What follows belongs to an exercise in optimizing a design on an open flow for small area, a short achievable clock period and few clock cycles per item; a production flow would make more cautious choices. No functional check of the RTL was part of this run. The flow treats the clock pin as an ideal source, which a real chip does not have.

File: flow/design.v
module grad_stream (
    input  wire       clk,
    input  wire       rst,
    input  wire       in_valid,
    output wire       in_ready,
    input  wire       in_sof,
    input  wire [6:0] in_width,
    input  wire [1:0] in_preset,
    input  wire [7:0] in_pix,
    output reg        out_valid,
    input  wire       out_ready,
    output reg  [7:0] out_mag
);
    localparam QD = 4;      
    reg       rdy;
    reg       acc_r;
    reg       sof_r;
    reg [7:0] pix_r;
    reg [6:0] wreg;        
    reg [1:0] preg;        
    assign in_ready = rdy;
    always @(posedge clk) begin
        acc_r <= in_valid && rdy && !rst;
        sof_r <= in_sof;
        pix_r <= in_pix;
        if (in_valid && rdy && in_sof) begin
            wreg <= in_width;
            preg <= in_preset;
        end
    end
    reg [6:0] xn;          
    reg [1:0] y;           
    wire eo = (preg != 2'd3);                     
    wire sb = (preg != 2'd2) && (preg != 2'd3);   
    wire last     = !sof_r && (xn == wreg);
    wire interior = !sof_r && (y == 2'd2) && (xn >= 7'd3);
    wire       use30 = (wreg >= 7'd33);
    wire [6:0] vrest = wreg - (use30 ? 7'd33 : 7'd3);
    wire [5:0] seg   = {use30, vrest[4:0]};
    always @(posedge clk) begin
        if (acc_r) begin
            if (sof_r) begin
                xn <= 7'd2;
                y  <= 2'd0;
            end else if (last) begin
                xn <= 7'd1;
                if (y != 2'd2) y <= y + 2'd1;
            end else
                xn <= xn + 7'd1;
        end
    end
    reg [8*1-1:0]  a1,  b1;
    reg [8*2-1:0]  a2,  b2;
    reg [8*4-1:0]  a4,  b4;
    reg [8*8-1:0]  a8,  b8;
    reg [8*16-1:0] a16, b16;
    reg [8*30-1:0] a30, b30;
    reg [7:0]      ah,  bh;      
    reg [8*2-1:0]  af,  bf;      
    wire [7:0] ain  = pix_r;
    wire [7:0] a1o  = seg[0] ? a1[7:0]     : ah;
    wire [7:0] a2o  = seg[1] ? a2[15:8]    : a1o;
    wire [7:0] a4o  = seg[2] ? a4[31:24]   : a2o;
    wire [7:0] a8o  = seg[3] ? a8[63:56]   : a4o;
    wire [7:0] a16o = seg[4] ? a16[127:120] : a8o;
    wire [7:0] a30o = seg[5] ? a30[239:232] : a16o;
    wire [7:0] bin  = af[15:8];
    wire [7:0] b1o  = seg[0] ? b1[7:0]     : bh;
    wire [7:0] b2o  = seg[1] ? b2[15:8]    : b1o;
    wire [7:0] b4o  = seg[2] ? b4[31:24]   : b2o;
    wire [7:0] b8o  = seg[3] ? b8[63:56]   : b4o;
    wire [7:0] b16o = seg[4] ? b16[127:120] : b8o;
    wire [7:0] b30o = seg[5] ? b30[239:232] : b16o;
    always @(posedge clk) begin
        if (acc_r) begin
            ah  <= ain;
            a1  <= ah;
            a2  <= {a2[7:0], a1o};
            a4  <= {a4[23:0], a2o};
            a8  <= {a8[55:0], a4o};
            a16 <= {a16[119:0], a8o};
            a30 <= {a30[231:0], a16o};
            af  <= {af[7:0], a30o};
            bh  <= bin;
            b1  <= bh;
            b2  <= {b2[7:0], b1o};
            b4  <= {b4[23:0], b2o};
            b8  <= {b8[55:0], b4o};
            b16 <= {b16[119:0], b8o};
            b30 <= {b30[231:0], b16o};
            bf  <= {bf[7:0], b30o};
        end
    end
    wire [7:0] cp = pix_r;
    wire [7:0] ct = af[15:8];
    wire [7:0] cu = bf[15:8];
    wire [9:0]        col_v = (eo ? {2'b0, cu} + {2'b0, cp} : 10'd0)
                            + (sb ? {1'b0, ct, 1'b0} : {2'b0, ct});
    wire signed [8:0] cps = {1'b0, cp};
    wire signed [8:0] cus = {1'b0, cu};
    wire signed [8:0] col_d = cps - cus;
    reg [9:0]        va, vb;
    reg signed [8:0] da, db;
    always @(posedge clk) begin
        if (acc_r) begin
            va <= col_v; vb <= va;
            da <= col_d; db <= da;
        end
    end
    wire signed [11:0] vcs = {2'b0, col_v};
    wire signed [11:0] vbs = {2'b0, vb};
    wire signed [11:0] sx_c = vcs - vbs;
    wire signed [11:0] sy_c = (eo ? db + col_d : 12'sd0) + (sb ? 2 * da : da);
    wire bigx_c = sx_c[10] ? !((sx_c[9:8] == 2'h3) && (sx_c[7:0] != 8'd0)) : (sx_c[9:8] != 2'h0);
    wire bigy_c = sy_c[10] ? !((sy_c[9:8] == 2'h3) && (sy_c[7:0] != 8'd0)) : (sy_c[9:8] != 2'h0);
    reg       pv1, nx, ny, big1;
    reg [7:0] mx, my;
    always @(posedge clk) begin
        nx   <= sx_c[10];
        ny   <= sy_c[10];
        mx   <= sx_c[7:0] ^ {8{sx_c[10]}};
        my   <= sy_c[7:0] ^ {8{sy_c[10]}};
        big1 <= bigx_c || bigy_c;
    end
    wire sqw1 = (mx[0] & mx[5]) ^ (mx[1] & mx[4]);
    wire sqw2 = (mx[0] & mx[5]) & (mx[1] & mx[4]);
    wire sqw3 = (mx[0] & mx[7]) ^ (mx[1] & mx[6]) ^ (mx[2] & mx[5]);
    wire sqw4 = ((mx[0] & mx[7]) & (mx[1] & mx[6])) | ((mx[0] & mx[7]) & (mx[2] & mx[5])) | ((mx[1] & mx[6]) & (mx[2] & mx[5]));
    wire sqw5 = (mx[3] & mx[4]) ^ mx[4];
    wire sqw6 = (mx[3] & mx[4]) & mx[4];
    wire sqw7 = (mx[0] & mx[3]) ^ (mx[1] & mx[2]) ^ mx[2];
    wire sqw8 = ((mx[0] & mx[3]) & (mx[1] & mx[2])) | ((mx[0] & mx[3]) & mx[2]) | ((mx[1] & mx[2]) & mx[2]);
    wire sqw9 = (mx[0] & mx[4]) ^ (mx[1] & mx[3]);
    wire sqw10 = (mx[0] & mx[4]) & (mx[1] & mx[3]);
    wire sqw11 = (mx[2] & mx[3]) ^ mx[3] ^ (nx & mx[5]);
    wire sqw12 = ((mx[2] & mx[3]) & mx[3]) | ((mx[2] & mx[3]) & (nx & mx[5])) | (mx[3] & (nx & mx[5]));
    wire sqw13 = (my[0] & my[5]) ^ (my[1] & my[4]) ^ (my[2] & my[3]);
    wire sqw14 = ((my[0] & my[5]) & (my[1] & my[4])) | ((my[0] & my[5]) & (my[2] & my[3])) | ((my[1] & my[4]) & (my[2] & my[3]));
    wire sqw15 = (mx[0] & mx[6]) ^ (mx[1] & mx[5]) ^ (mx[2] & mx[4]);
    wire sqw16 = ((mx[0] & mx[6]) & (mx[1] & mx[5])) | ((mx[0] & mx[6]) & (mx[2] & mx[4])) | ((mx[1] & mx[5]) & (mx[2] & mx[4]));
    wire sqw17 = (nx & mx[6]) ^ (my[0] & my[6]) ^ (my[1] & my[5]);
    wire sqw18 = ((nx & mx[6]) & (my[0] & my[6])) | ((nx & mx[6]) & (my[1] & my[5])) | ((my[0] & my[6]) & (my[1] & my[5]));
    wire sqw19 = (my[2] & my[4]) ^ (ny & my[6]);
    wire sqw20 = (my[2] & my[4]) & (ny & my[6]);
    wire sqw21 = (nx & mx[7]) ^ (my[0] & my[7]) ^ (my[1] & my[6]);
    wire sqw22 = ((nx & mx[7]) & (my[0] & my[7])) | ((nx & mx[7]) & (my[1] & my[6])) | ((my[0] & my[7]) & (my[1] & my[6]));
    wire sqw23 = (my[2] & my[5]) ^ (my[3] & my[4]) ^ my[4];
    wire sqw24 = ((my[2] & my[5]) & (my[3] & my[4])) | ((my[2] & my[5]) & my[4]) | ((my[3] & my[4]) & my[4]);
    wire sqw25 = (ny & my[7]) ^ sqw3 ^ sqw5;
    wire sqw26 = ((ny & my[7]) & sqw3) | ((ny & my[7]) & sqw5) | (sqw3 & sqw5);
    wire sqw27 = (mx[1] & mx[7]) ^ (mx[2] & mx[6]) ^ (mx[3] & mx[5]);
    wire sqw28 = ((mx[1] & mx[7]) & (mx[2] & mx[6])) | ((mx[1] & mx[7]) & (mx[3] & mx[5])) | ((mx[2] & mx[6]) & (mx[3] & mx[5]));
    wire sqw29 = (my[1] & my[7]) ^ (my[2] & my[6]) ^ (my[3] & my[5]);
    wire sqw30 = ((my[1] & my[7]) & (my[2] & my[6])) | ((my[1] & my[7]) & (my[3] & my[5])) | ((my[2] & my[6]) & (my[3] & my[5]));
    wire sqw31 = sqw4 ^ sqw6;
    wire sqw32 = sqw4 & sqw6;
    wire sqw33 = (mx[2] & mx[7]) ^ (mx[3] & mx[6]) ^ (mx[4] & mx[5]);
    wire sqw34 = ((mx[2] & mx[7]) & (mx[3] & mx[6])) | ((mx[2] & mx[7]) & (mx[4] & mx[5])) | ((mx[3] & mx[6]) & (mx[4] & mx[5]));
    wire sqw35 = mx[5] ^ (my[2] & my[7]) ^ (my[3] & my[6]);
    wire sqw36 = (mx[5] & (my[2] & my[7])) | (mx[5] & (my[3] & my[6])) | ((my[2] & my[7]) & (my[3] & my[6]));
    wire sqw37 = (my[4] & my[5]) ^ my[5];
    wire sqw38 = (my[4] & my[5]) & my[5];
    wire sqw39 = (mx[3] & mx[7]) ^ (mx[4] & mx[6]);
    wire sqw40 = (mx[3] & mx[7]) & (mx[4] & mx[6]);
    wire sqw41 = (mx[4] & mx[7]) ^ (mx[5] & mx[6]);
    wire sqw42 = (mx[4] & mx[7]) & (mx[5] & mx[6]);
    wire sqw43 = (mx[0] & mx[1]) ^ mx[1] ^ (nx & mx[1]);
    wire sqw44 = ((mx[0] & mx[1]) & mx[1]) | ((mx[0] & mx[1]) & (nx & mx[1])) | (mx[1] & (nx & mx[1]));
    wire sqw45 = (mx[0] & mx[2]) ^ (nx & mx[2]);
    wire sqw46 = (mx[0] & mx[2]) & (nx & mx[2]);
    wire sqw47 = (nx & mx[3]) ^ (my[0] & my[3]) ^ (my[1] & my[2]);
    wire sqw48 = ((nx & mx[3]) & (my[0] & my[3])) | ((nx & mx[3]) & (my[1] & my[2])) | ((my[0] & my[3]) & (my[1] & my[2]));
    wire sqw49 = my[2] ^ (ny & my[3]);
    wire sqw50 = my[2] & (ny & my[3]);
    wire sqw51 = (nx & mx[4]) ^ (my[0] & my[4]) ^ (my[1] & my[3]);
    wire sqw52 = ((nx & mx[4]) & (my[0] & my[4])) | ((nx & mx[4]) & (my[1] & my[3])) | ((my[0] & my[4]) & (my[1] & my[3]));
    wire sqw53 = (ny & my[4]) ^ sqw8 ^ sqw9;
    wire sqw54 = ((ny & my[4]) & sqw8) | ((ny & my[4]) & sqw9) | (sqw8 & sqw9);
    wire sqw55 = my[3] ^ (ny & my[5]) ^ sqw1;
    wire sqw56 = (my[3] & (ny & my[5])) | (my[3] & sqw1) | ((ny & my[5]) & sqw1);
    wire sqw57 = sqw10 ^ sqw11 ^ sqw13;
    wire sqw58 = (sqw10 & sqw11) | (sqw10 & sqw13) | (sqw11 & sqw13);
    wire sqw59 = sqw2 ^ sqw12 ^ sqw14;
    wire sqw60 = (sqw2 & sqw12) | (sqw2 & sqw14) | (sqw12 & sqw14);
    wire sqw61 = sqw15 ^ sqw17 ^ sqw19;
    wire sqw62 = (sqw15 & sqw17) | (sqw15 & sqw19) | (sqw17 & sqw19);
    wire sqw63 = sqw16 ^ sqw18 ^ sqw20;
    wire sqw64 = (sqw16 & sqw18) | (sqw16 & sqw20) | (sqw18 & sqw20);
    wire sqw65 = sqw21 ^ sqw23 ^ sqw25;
    wire sqw66 = (sqw21 & sqw23) | (sqw21 & sqw25) | (sqw23 & sqw25);
    wire sqw67 = sqw22 ^ sqw24 ^ sqw26;
    wire sqw68 = (sqw22 & sqw24) | (sqw22 & sqw26) | (sqw24 & sqw26);
    wire sqw69 = sqw27 ^ sqw29 ^ sqw31;
    wire sqw70 = (sqw27 & sqw29) | (sqw27 & sqw31) | (sqw29 & sqw31);
    wire sqw71 = sqw28 ^ sqw30 ^ sqw32;
    wire sqw72 = (sqw28 & sqw30) | (sqw28 & sqw32) | (sqw30 & sqw32);
    wire sqw73 = sqw33 ^ sqw35 ^ sqw37;
    wire sqw74 = (sqw33 & sqw35) | (sqw33 & sqw37) | (sqw35 & sqw37);
    wire sqw75 = (my[3] & my[7]) ^ (my[4] & my[6]) ^ sqw34;
    wire sqw76 = ((my[3] & my[7]) & (my[4] & my[6])) | ((my[3] & my[7]) & sqw34) | ((my[4] & my[6]) & sqw34);
    wire sqw77 = sqw36 ^ sqw38 ^ sqw39;
    wire sqw78 = (sqw36 & sqw38) | (sqw36 & sqw39) | (sqw38 & sqw39);
    wire sqw79 = mx[6] ^ (my[4] & my[7]) ^ (my[5] & my[6]);
    wire sqw80 = (mx[6] & (my[4] & my[7])) | (mx[6] & (my[5] & my[6])) | ((my[4] & my[7]) & (my[5] & my[6]));
    wire sqw81 = my[6] ^ sqw40 ^ sqw41;
    wire sqw82 = (my[6] & sqw40) | (my[6] & sqw41) | (sqw40 & sqw41);
    wire sqw83 = (mx[5] & mx[7]) ^ (my[5] & my[7]);
    wire sqw84 = (mx[5] & mx[7]) & (my[5] & my[7]);
    wire sqw85 = (mx[6] & mx[7]) ^ mx[7];
    wire sqw86 = (mx[6] & mx[7]) & mx[7];
    wire sqw87 = mx[0] ^ nx;
    wire sqw88 = mx[0] & nx;
    wire sqw89 = (my[0] & my[1]) ^ my[1];
    wire sqw90 = (my[0] & my[1]) & my[1];
    wire sqw91 = (my[0] & my[2]) ^ (ny & my[2]) ^ sqw44;
    wire sqw92 = ((my[0] & my[2]) & (ny & my[2])) | ((my[0] & my[2]) & sqw44) | ((ny & my[2]) & sqw44);
    wire sqw93 = sqw7 ^ sqw46 ^ sqw47;
    wire sqw94 = (sqw7 & sqw46) | (sqw7 & sqw47) | (sqw46 & sqw47);
    wire sqw95 = sqw48 ^ sqw50 ^ sqw51;
    wire sqw96 = (sqw48 & sqw50) | (sqw48 & sqw51) | (sqw50 & sqw51);
    wire sqw97 = sqw52 ^ sqw54 ^ sqw55;
    wire sqw98 = (sqw52 & sqw54) | (sqw52 & sqw55) | (sqw54 & sqw55);
    wire sqw99 = sqw56 ^ sqw58 ^ sqw59;
    wire sqw100 = (sqw56 & sqw58) | (sqw56 & sqw59) | (sqw58 & sqw59);
    wire sqw101 = sqw60 ^ sqw62 ^ sqw63;
    wire sqw102 = (sqw60 & sqw62) | (sqw60 & sqw63) | (sqw62 & sqw63);
    wire sqw103 = sqw64 ^ sqw66 ^ sqw67;
    wire sqw104 = (sqw64 & sqw66) | (sqw64 & sqw67) | (sqw66 & sqw67);
    wire sqw105 = sqw68 ^ sqw70 ^ sqw71;
    wire sqw106 = (sqw68 & sqw70) | (sqw68 & sqw71) | (sqw70 & sqw71);
    wire sqw107 = sqw72 ^ sqw74 ^ sqw75;
    wire sqw108 = (sqw72 & sqw74) | (sqw72 & sqw75) | (sqw74 & sqw75);
    wire sqw109 = sqw76 ^ sqw78 ^ sqw79;
    wire sqw110 = (sqw76 & sqw78) | (sqw76 & sqw79) | (sqw78 & sqw79);
    wire sqw111 = sqw42 ^ sqw80 ^ sqw82;
    wire sqw112 = (sqw42 & sqw80) | (sqw42 & sqw82) | (sqw80 & sqw82);
    wire sqw113 = (my[6] & my[7]) ^ my[7] ^ sqw84;
    wire sqw114 = ((my[6] & my[7]) & my[7]) | ((my[6] & my[7]) & sqw84) | (my[7] & sqw84);
    wire sqw115 = my[0] ^ ny;
    wire sqw116 = my[0] & ny;
    wire sqw117 = (nx & mx[0]) ^ (ny & my[0]) ^ sqw88;
    wire sqw118 = ((nx & mx[0]) & (ny & my[0])) | ((nx & mx[0]) & sqw88) | ((ny & my[0]) & sqw88);
    wire sqw119 = (ny & my[1]) ^ sqw43 ^ sqw89;
    wire sqw120 = ((ny & my[1]) & sqw43) | ((ny & my[1]) & sqw89) | (sqw43 & sqw89);
    wire sqw121 = sqw45 ^ sqw90 ^ sqw91;
    wire sqw122 = (sqw45 & sqw90) | (sqw45 & sqw91) | (sqw90 & sqw91);
    wire sqw123 = sqw49 ^ sqw92 ^ sqw93;
    wire sqw124 = (sqw49 & sqw92) | (sqw49 & sqw93) | (sqw92 & sqw93);
    wire sqw125 = sqw53 ^ sqw94 ^ sqw95;
    wire sqw126 = (sqw53 & sqw94) | (sqw53 & sqw95) | (sqw94 & sqw95);
    wire sqw127 = sqw57 ^ sqw96 ^ sqw97;
    wire sqw128 = (sqw57 & sqw96) | (sqw57 & sqw97) | (sqw96 & sqw97);
    wire sqw129 = sqw61 ^ sqw98 ^ sqw99;
    wire sqw130 = (sqw61 & sqw98) | (sqw61 & sqw99) | (sqw98 & sqw99);
    wire sqw131 = sqw65 ^ sqw100 ^ sqw101;
    wire sqw132 = (sqw65 & sqw100) | (sqw65 & sqw101) | (sqw100 & sqw101);
    wire sqw133 = sqw69 ^ sqw102 ^ sqw103;
    wire sqw134 = (sqw69 & sqw102) | (sqw69 & sqw103) | (sqw102 & sqw103);
    wire sqw135 = sqw73 ^ sqw104 ^ sqw105;
    wire sqw136 = (sqw73 & sqw104) | (sqw73 & sqw105) | (sqw104 & sqw105);
    wire sqw137 = sqw77 ^ sqw106 ^ sqw107;
    wire sqw138 = (sqw77 & sqw106) | (sqw77 & sqw107) | (sqw106 & sqw107);
    wire sqw139 = sqw81 ^ sqw108 ^ sqw109;
    wire sqw140 = (sqw81 & sqw108) | (sqw81 & sqw109) | (sqw108 & sqw109);
    wire sqw141 = sqw83 ^ sqw110 ^ sqw111;
    wire sqw142 = (sqw83 & sqw110) | (sqw83 & sqw111) | (sqw110 & sqw111);
    wire sqw143 = sqw85 ^ sqw112 ^ sqw113;
    wire sqw144 = (sqw85 & sqw112) | (sqw85 & sqw113) | (sqw112 & sqw113);
    wire sqw145 = sqw86 ^ sqw114;
    wire sqw146 = sqw86 & sqw114;
    wire [16:0] sq_ra = {sqw146, sqw144, sqw142, sqw140, sqw138, sqw136, sqw134, sqw132, sqw130, sqw128, sqw126, sqw124, sqw122, sqw120, sqw118, sqw116, sqw87};
    wire [16:0] sq_rb = {1'b0, sqw145, sqw143, sqw141, sqw139, sqw137, sqw135, sqw133, sqw131, sqw129, sqw127, sqw125, sqw123, sqw121, sqw119, sqw117, sqw115};
    wire [16:0] sq_c = sq_ra + sq_rb;
    localparam CUT = 4;
    wire [8:0] rem_w  [0:8];
    wire [7:0] root_w [0:8];
    reg                  pv2, sat2;
    reg [CUT-1:0]        root2;
    reg [CUT:0]          rem2;
    reg [2*(8-CUT)-1:0]  low2;
    assign rem_w[0]  = 9'd0;
    assign root_w[0] = 8'd0;
    genvar n;
    generate for (n = 0; n < 8; n = n + 1) begin : it
        wire [8:0] rin;
        wire [7:0] qin;
        wire [1:0] bb;
        if (n == CUT) begin : cut
            assign rin = {{(8-CUT){1'b0}}, rem2};
            assign qin = {{(8-CUT){1'b0}}, root2};
        end else begin : nocut
            assign rin = rem_w[n];
            assign qin = root_w[n];
        end
        if (n < CUT) begin : bhi
            assign bb = sq_c[2*(7-n) +: 2];
        end else begin : blo
            assign bb = low2[2*(7-n) +: 2];
        end
        wire [n+2:0] r  = {rin[n:0], bb};
        wire [n+2:0] t  = {1'b0, qin[n:0], 2'b01};
        wire [n+3:0] d  = {1'b0, r} - {1'b0, t};
        wire         ok = !d[n+3];
        wire [n+1:0] nr = ok ? d[n+1:0] : r[n+1:0];
        assign rem_w[n+1]  = {{(8-n){1'b0}}, nr};
        assign root_w[n+1] = {qin[6:0], ok};
    end endgenerate
    always @(posedge clk) begin
        sat2  <= big1 || sq_c[16];
        root2 <= root_w[CUT][CUT-1:0];
        rem2  <= rem_w[CUT][CUT:0];
        low2  <= sq_c[2*(8-CUT)-1:0];
    end
    reg [7:0] q [0:QD-1];
    reg [1:0] wp, rp;       
    reg [2:0] qn;           
    reg [2:0] nout;         
    wire qe    = (qn == 3'd0);
    wire ofree = !out_valid || out_ready;
    wire push  = pv2 && !(ofree && qe);       
    wire [7:0] mag_c = sat2 ? 8'd255 : root_w[8];
    always @(posedge clk) begin
        if (pv2) q[wp] <= mag_c;
        if (ofree && (!qe || pv2)) out_mag <= qe ? mag_c : q[rp];
    end
    wire [2:0] nb  = nout - {2'd0, acc_r && !interior};
    wire [2:0] nbp = nb + 3'd1;
    wire [2:0] nbm = nb - 3'd1;
    wire       inc = in_valid && rdy;
    wire       dec = out_valid && out_ready;
    wire [2:0] nnext = inc ? (dec ? nb : nbp) : (dec ? nbm : nb);
    wire       rnext = inc ? (dec ? (nb <= QD) : (nbp <= QD)) : (dec ? (nbm <= QD) : (nb <= QD));
    wire [2:0] qn_free = qe ? 3'd0 : qn - 3'd1 + {2'd0, pv2};
    wire [2:0] qn_hold = qn + {2'd0, pv2};
    always @(posedge clk) begin
        if (rst) begin
            pv1 <= 1'b0; pv2 <= 1'b0;
            wp <= 2'd0; rp <= 2'd0; qn <= 3'd0;
            out_valid <= 1'b0;
            nout <= 3'd0;
            rdy <= 1'b1;
        end else begin
            pv1 <= acc_r && interior;
            pv2 <= pv1;
            if (push)  wp <= wp + 2'd1;
            if (ofree && !qe) rp <= rp + 2'd1;
            qn <= ofree ? qn_free : qn_hold;
            out_valid <= ofree ? (!qe || pv2) : 1'b1;
            nout <= nnext;
            rdy  <= rnext;
        end
    end
endmodule
File: flow/flow/run.sh
#!/bin/bash
# Layout: the standard flow (standard.sh, which runs the standard
# synthesis unchanged), with two changes to how the layout is made:
#  - the port buffers are sky130_fd_sc_hd__buf_2 (buffer_ports otherwise
#    picks a slow delay cell); every input and output port still gets one;
#  - clock tree synthesis clusters up to 30 sinks per leaf buffer, uses
#    clkbuf_8/clkbuf_16 and no dummy loads, which needs far fewer clock
#    buffers; the tree stays balanced (no skew is added on purpose).
# The clock, its period and the I/O constraints are the standard flow's, unchanged.
# standard.sh's output is kept in standard.log and the tools' own logs are
# copied to flow_logs/.
set -uo pipefail
export BUFFER_PORTS_ARGS="-buffer_cell sky130_fd_sc_hd__buf_2"
export CTS_ARGS="-sink_clustering_enable -repair_clock_nets -sink_clustering_size 30 -sink_clustering_max_diameter 120 -dont_use_dummy_load -buf_list {sky130_fd_sc_hd__clkbuf_8 sky130_fd_sc_hd__clkbuf_16}"
bash standard.sh > standard.log 2>&1
st=$?
cp -r orfs/logs flow_logs 2>/dev/null || true
exit $st
File: flow/standard.sh
#!/bin/bash
# synth_recipe.tcl (not shown) runs the flow's synth.tcl, then flattens the netlist and writes it again
# the make line also repeats each setting of config.mk as NAME=value (left out here)
make -C /OpenROAD-flow-scripts/flow DESIGN_CONFIG=/design/flow/config.mk WORK_HOME=/design/flow/orfs CLKGATE_MAP_FILE= SYNTH_SCRIPT=/design/flow/synth_recipe.tcl "${@:-finish}"
File: flow/config.mk
export PLATFORM = sky130hd
export DESIGN_NAME = grad_stream
export DESIGN_NICKNAME = grad_stream
export VERILOG_FILES = /design/flow/design.v
export SDC_FILE = /design/flow/constraint.sdc
export NUM_CORES = 4
export LEC_CHECK = 0
export ABC_AREA = 1
export CAP_MARGIN = 20
export CORE_MARGIN = 2
export CORE_UTILIZATION = 65
export SLEW_MARGIN = 20
File: flow/constraint.sdc
create_clock -name core_clock -period 30.0 [get_ports {clk}]
set_input_delay 6.0000 -clock core_clock [delete_from_list [all_inputs] [get_ports {clk}]]
set_output_delay 6.0000 -clock core_clock [all_outputs]
set_load 0.01 [all_outputs]
==> results.rst <==
.. list-table::
   :header-rows: 1

   * - Metric
     - Value
   * - Die H
     - 265 um
   * - Area fraction of the dominant cell type after synthesis
     - between 70% and 80%
   * - Clock network latency to the later pin of the worst-skew pair
     - approximately 0.64 ns
   * - Count of input and output buffers
     - 31
   * - EDFF count, synth
     - roughly 1100
   * - Outcome
     - timing/DRC/antenna clean
   * - Global routing usage summed across all routing layers
     - between 10% and 20%
   * - Part of the cycle the worst path needs
     - between 20 and 25%
   * - Mapped cell area
     - approximately 0.044 sq mm
   * - Top cell type by total area after synthesis
     - sky130_fd_sc_hd__edfxtp_1
   * - Initial core utilization
     - 65.9%
   * - Worst setup path endpoint
     - rem2[0]
   * - Largest fanout on the critical path
     - 10
   * - Vias post-DR
     - between 15000 and 20000
   * - PostCTS Resize Cnt
     - 0
   * - Slowest Stage Delay on Critical Path
     - 0.58 ns
   * - Synth cell types
     - 57
   * - Synthesis warning total
     - 1
   * - Asr flop ratio synth
     - 0%
   * - Final Slew Violations
     - 0
   * - Placement row count
     - 95
   * - Critical path's slowest cell
     - sky130_fd_sc_hd__dfxtp_1
   * - Antenna violations before repair
     - 1
   * - Critical path startpoint
     - mx[6]
   * - Vias in the first global route
     - between 15000 and 20000
   * - Worst setup timing slack at the placement stage
     - approximately 23 ns
   * - Post-synthesis net count
     - roughly 2900
   * - Endpoint of the most critical register-to-register path
     - rem2[0]
   * - Number of diodes
     - 0
   * - Final TNS setup
     - 0 ns
   * - Share of post-route cells with drive strength above 1
     - roughly 7.3%
   * - Kind of critical path
     - reg2reg
   * - Buffer depth of the longest clock path
     - 3
   * - Share of synthesized area occupied by flip-flops and latches
     - about four fifths
   * - Most frequently used flop master after synthesis
     - sky130_fd_sc_hd__edfxtp_1
   * - Normalized max-slew margin
     - between 20 and 30%
   * - List of most frequent post-synthesis cells
     - sky130_fd_sc_hd__edfxtp_1, sky130_fd_sc_hd__nand2_1, sky130_fd_sc_hd__inv_1
   * - Core occupancy in the finished layout
     - a little over two thirds
   * - Final Wtd Congestion
     - between 0.8 and 0.9
   * - Area growth syn-to-layout
     - 5.46%
   * - Post-Route WL
     - approximately 65000 um
   * - Core area
     - 0.0674 sq mm
   * - Final setup violation count
     - 0
   * - Clock Skews
     - just over 0.06 ns
   * - Library cell with the highest instance count after synthesis
     - sky130_fd_sc_hd__edfxtp_1
   * - Clock tree from TritonCTS
     - built
   * - Detail Placement HPWL
     - ~41000 um
   * - DRC violation count after routing
     - 0
   * - RSZ-0062 raised after global routing
     - false
   * - Post-CTS Setup Inserts
     - 0
   * - Worst Path Arrival
     - 7.79 ns
   * - Placed cell count
     - ~3600
   * - Average vias per placed instance
     - between 5 and 6
   * - Final critical path time including I/O delays and setup
     - roughly 7.3 ns
   * - DR iter-0 viols
     - 1808
   * - Number of clock sinks seen by CTS
     - 1183
   * - Worst setup EP type
     - flop
   * - Seq cells post-synth
     - ~1200
   * - Synth area leaders
     - sky130_fd_sc_hd__edfxtp_1, sky130_fd_sc_hd__ha_1, sky130_fd_sc_hd__nand2_1, sky130_fd_sc_hd__dfxtp_1, sky130_fd_sc_hd__inv_1
   * - Count of TritonRoute iterations in the first routing pass
     - 5
   * - Number of standard cells in the layout, taps in and fillers out
     - ~3700
   * - Worst slew pin tran
     - between 1 and 1.5 ns
   * - Max Freq
     - roughly 140 MHz
   * - CP startpoint kind
     - flop
   * - Final count of hold timing violations
     - 0
   * - Reg-to-Reg Start
     - mx[6]
   * - Register-to-Register Path Depth
     - between 40 and 50
   * - Hold Path Class
     - reg2reg
   * - Synth Instances
     - 2728
   * - Final net count
     - 2996
   * - Max-cap violations
     - 0
   * - Pin count of the biggest net entering global routing
     - roughly 210
   * - Mean routed wirelength per cell
     - 17.8 um
   * - Clock slew seen by the registers of the worst setup and hold paths
     - 0.10 ns
   * - Required arrival time at the worst endpoint
     - a little over 30 ns
   * - Residual antenna-violating net count after detailed routing
     - 0
   * - Average cell area after synthesis
     - ~16 sq um
   * - Number of buffers inserted for hold repair after clock tree synthesis
     - 0
   * - # IOs
     - 32
   * - Gr ovfl total
     - 0
   * - Clock Tree Root
     - sky130_fd_sc_hd__clkbuf_16
   * - Final Worst Setup Slack
     - around 23 ns
   * - Deepest level of the CTS H-tree
     - 2
   * - Total clock buffers created by CTS
     - between 40 and 50
   * - Global-route wire length before repair
     - 104000 um
   * - Die extent in x
     - 265 um
   * - Worst-case register-to-register setup slack
     - approximately 23 ns
   * - Die area
     - approximately 0.070 sq mm
worst max-delay path: cells and delay by family, from the launching register on:
| kind | cells | cell delay, ns |
|---|---|---|
| fa+ha+maj | 9 | 3.52 |
| compound gates | 3 | 0.56 |
| buf+inv | 11 | 0.66 |
| simple gates | 20 | 1.87 |
| flops | 1 | 0.58 |
how the worst min path moves through the flow:
stage	to	cells past startpoint	slack (ns)	from
2_1_floorplan	sat2	2	0.39	big1
3_3_place_gp	pv2	2	0.39	pv1
6_report	b16[34]	0	0.36	b16[26]
5_1_grt	b16[34]	0	0.37	b16[26]
4_1_cts	b16[66]	0	0.36	b16[58]
3_5_place_dp	pv2	2	0.40	pv1
metal layers:
layer / routed length, um / vias to the layer above / share of wire (%) / GRT usage, %
li1: - / 9660 / - / -
met1: 31800 / 9913 / 49 / 29.6
met2: 29900 / 288 / 46 / 29.0
met3: 2210 / 71 / 3.4 / 2.23
met4: 1130 / 0 / 1.7 / 4.08
met5: 0 / - / 0 / 0
through the flow:
stage | hold slack, ns | instance area (sq um)
CTS | 0.363 | 46900
detailed placement | 0.403 | 45700
floorplan | 0.387 | 44400
finish | 0.363 | 46900
global route | 0.375 | 46900
global placement | 0.395 | 45700
registers in the layout (all words and copies together) (netlist names), 9 cells and up, named ones only:
name / flops
a30: 240
b30: 240
a16: 128
b16: 128
a8: 64
b8: 64
a4: 32
b4: 32
q: 32
a2: 16
af: 16
b2: 16
bf: 16
va: 10
vb: 10
da: 9
db: 9
logic make-up after synthesis:
| logic type | after synthesis | share of synthesized area [%] |
|---|---|---|
| multiplexers | 50 | 1.27 |
| buffers and inverters | 366 | 3.13 |
| AND/OR/NAND/NOR | 611 | 5.86 |
| flip-flops | 1183 | 78.5 |
| adder cells (fa/ha/maj) | 191 | 6.36 |
| AO/OA/AOI/OAI | 242 | 3.14 |
| XOR/XNOR | 85 | 1.75 |
cell usage in the layout, fill, tap and decap left out, types with 5 or more instances in the layout:
| cell type | count |
|---|---|
| sky130_fd_sc_hd__a211oi_1 | 5 |
| sky130_fd_sc_hd__a21o_1 | 5 |
| sky130_fd_sc_hd__a21oi_1 | 87 |
| sky130_fd_sc_hd__a31oi_1 | 25 |
| sky130_fd_sc_hd__buf_2 | 31 |
| sky130_fd_sc_hd__buf_4 | 14 |
| sky130_fd_sc_hd__clkbuf_16 | 46 |
| sky130_fd_sc_hd__dfxtp_1 | 62 |
| sky130_fd_sc_hd__edfxtp_1 | 1120 |
| sky130_fd_sc_hd__fa_1 | 58 |
| sky130_fd_sc_hd__ha_1 | 133 |
| sky130_fd_sc_hd__inv_1 | 314 |
| sky130_fd_sc_hd__inv_2 | 5 |
| sky130_fd_sc_hd__mux2_2 | 50 |
| sky130_fd_sc_hd__nand2_1 | 354 |
| sky130_fd_sc_hd__nand2_2 | 17 |
| sky130_fd_sc_hd__nand3_1 | 49 |
| sky130_fd_sc_hd__nand3_2 | 8 |
| sky130_fd_sc_hd__nand4_1 | 12 |
| sky130_fd_sc_hd__nor2_1 | 136 |
| sky130_fd_sc_hd__nor3_1 | 13 |
| sky130_fd_sc_hd__o21ai_0 | 69 |
| sky130_fd_sc_hd__o21ai_1 | 9 |
| sky130_fd_sc_hd__o21bai_1 | 9 |
| sky130_fd_sc_hd__o22ai_1 | 6 |
| sky130_fd_sc_hd__o31ai_1 | 8 |
| sky130_fd_sc_hd__xnor2_1 | 34 |
| sky130_fd_sc_hd__xor2_1 | 45 |
cell type report:
class                      count  area, sq um
sequential                  1183        34900
fill                        4349        20500
multi-input combinational   1179         8190
inverter                     324         1220
clock buffer                  46         1150
tap                          873         1090
timing repair buffer          49          323

==> port drivers added, routing unchanged <==
The flow's constraints put no driver on any port. The routed layout listed below was extracted and timed again, unchanged, in two steps.
Step 1 assumes that a clkbuf_16 drives the clock port and a buf_2 every other input.
Step 2 times the ports against the registers' clock, not the clock port: input delays grow and output delays shrink by t, the midpoint of the rising clock arrivals with the driver on.
Three values: ideal, step 1, step 2; two values: the first two.
shift t [ns]: 0.655
slack for setup (ns): 22.705 / 22.705 / 22.662
worst setup path at the end: input to register
clock arrival spread, ns: 0.098 / 0.098
After both steps this run still meets setup and hold. The setup slack of this run moves by 0.000 ns with the drivers and by -0.043 ns with both steps.
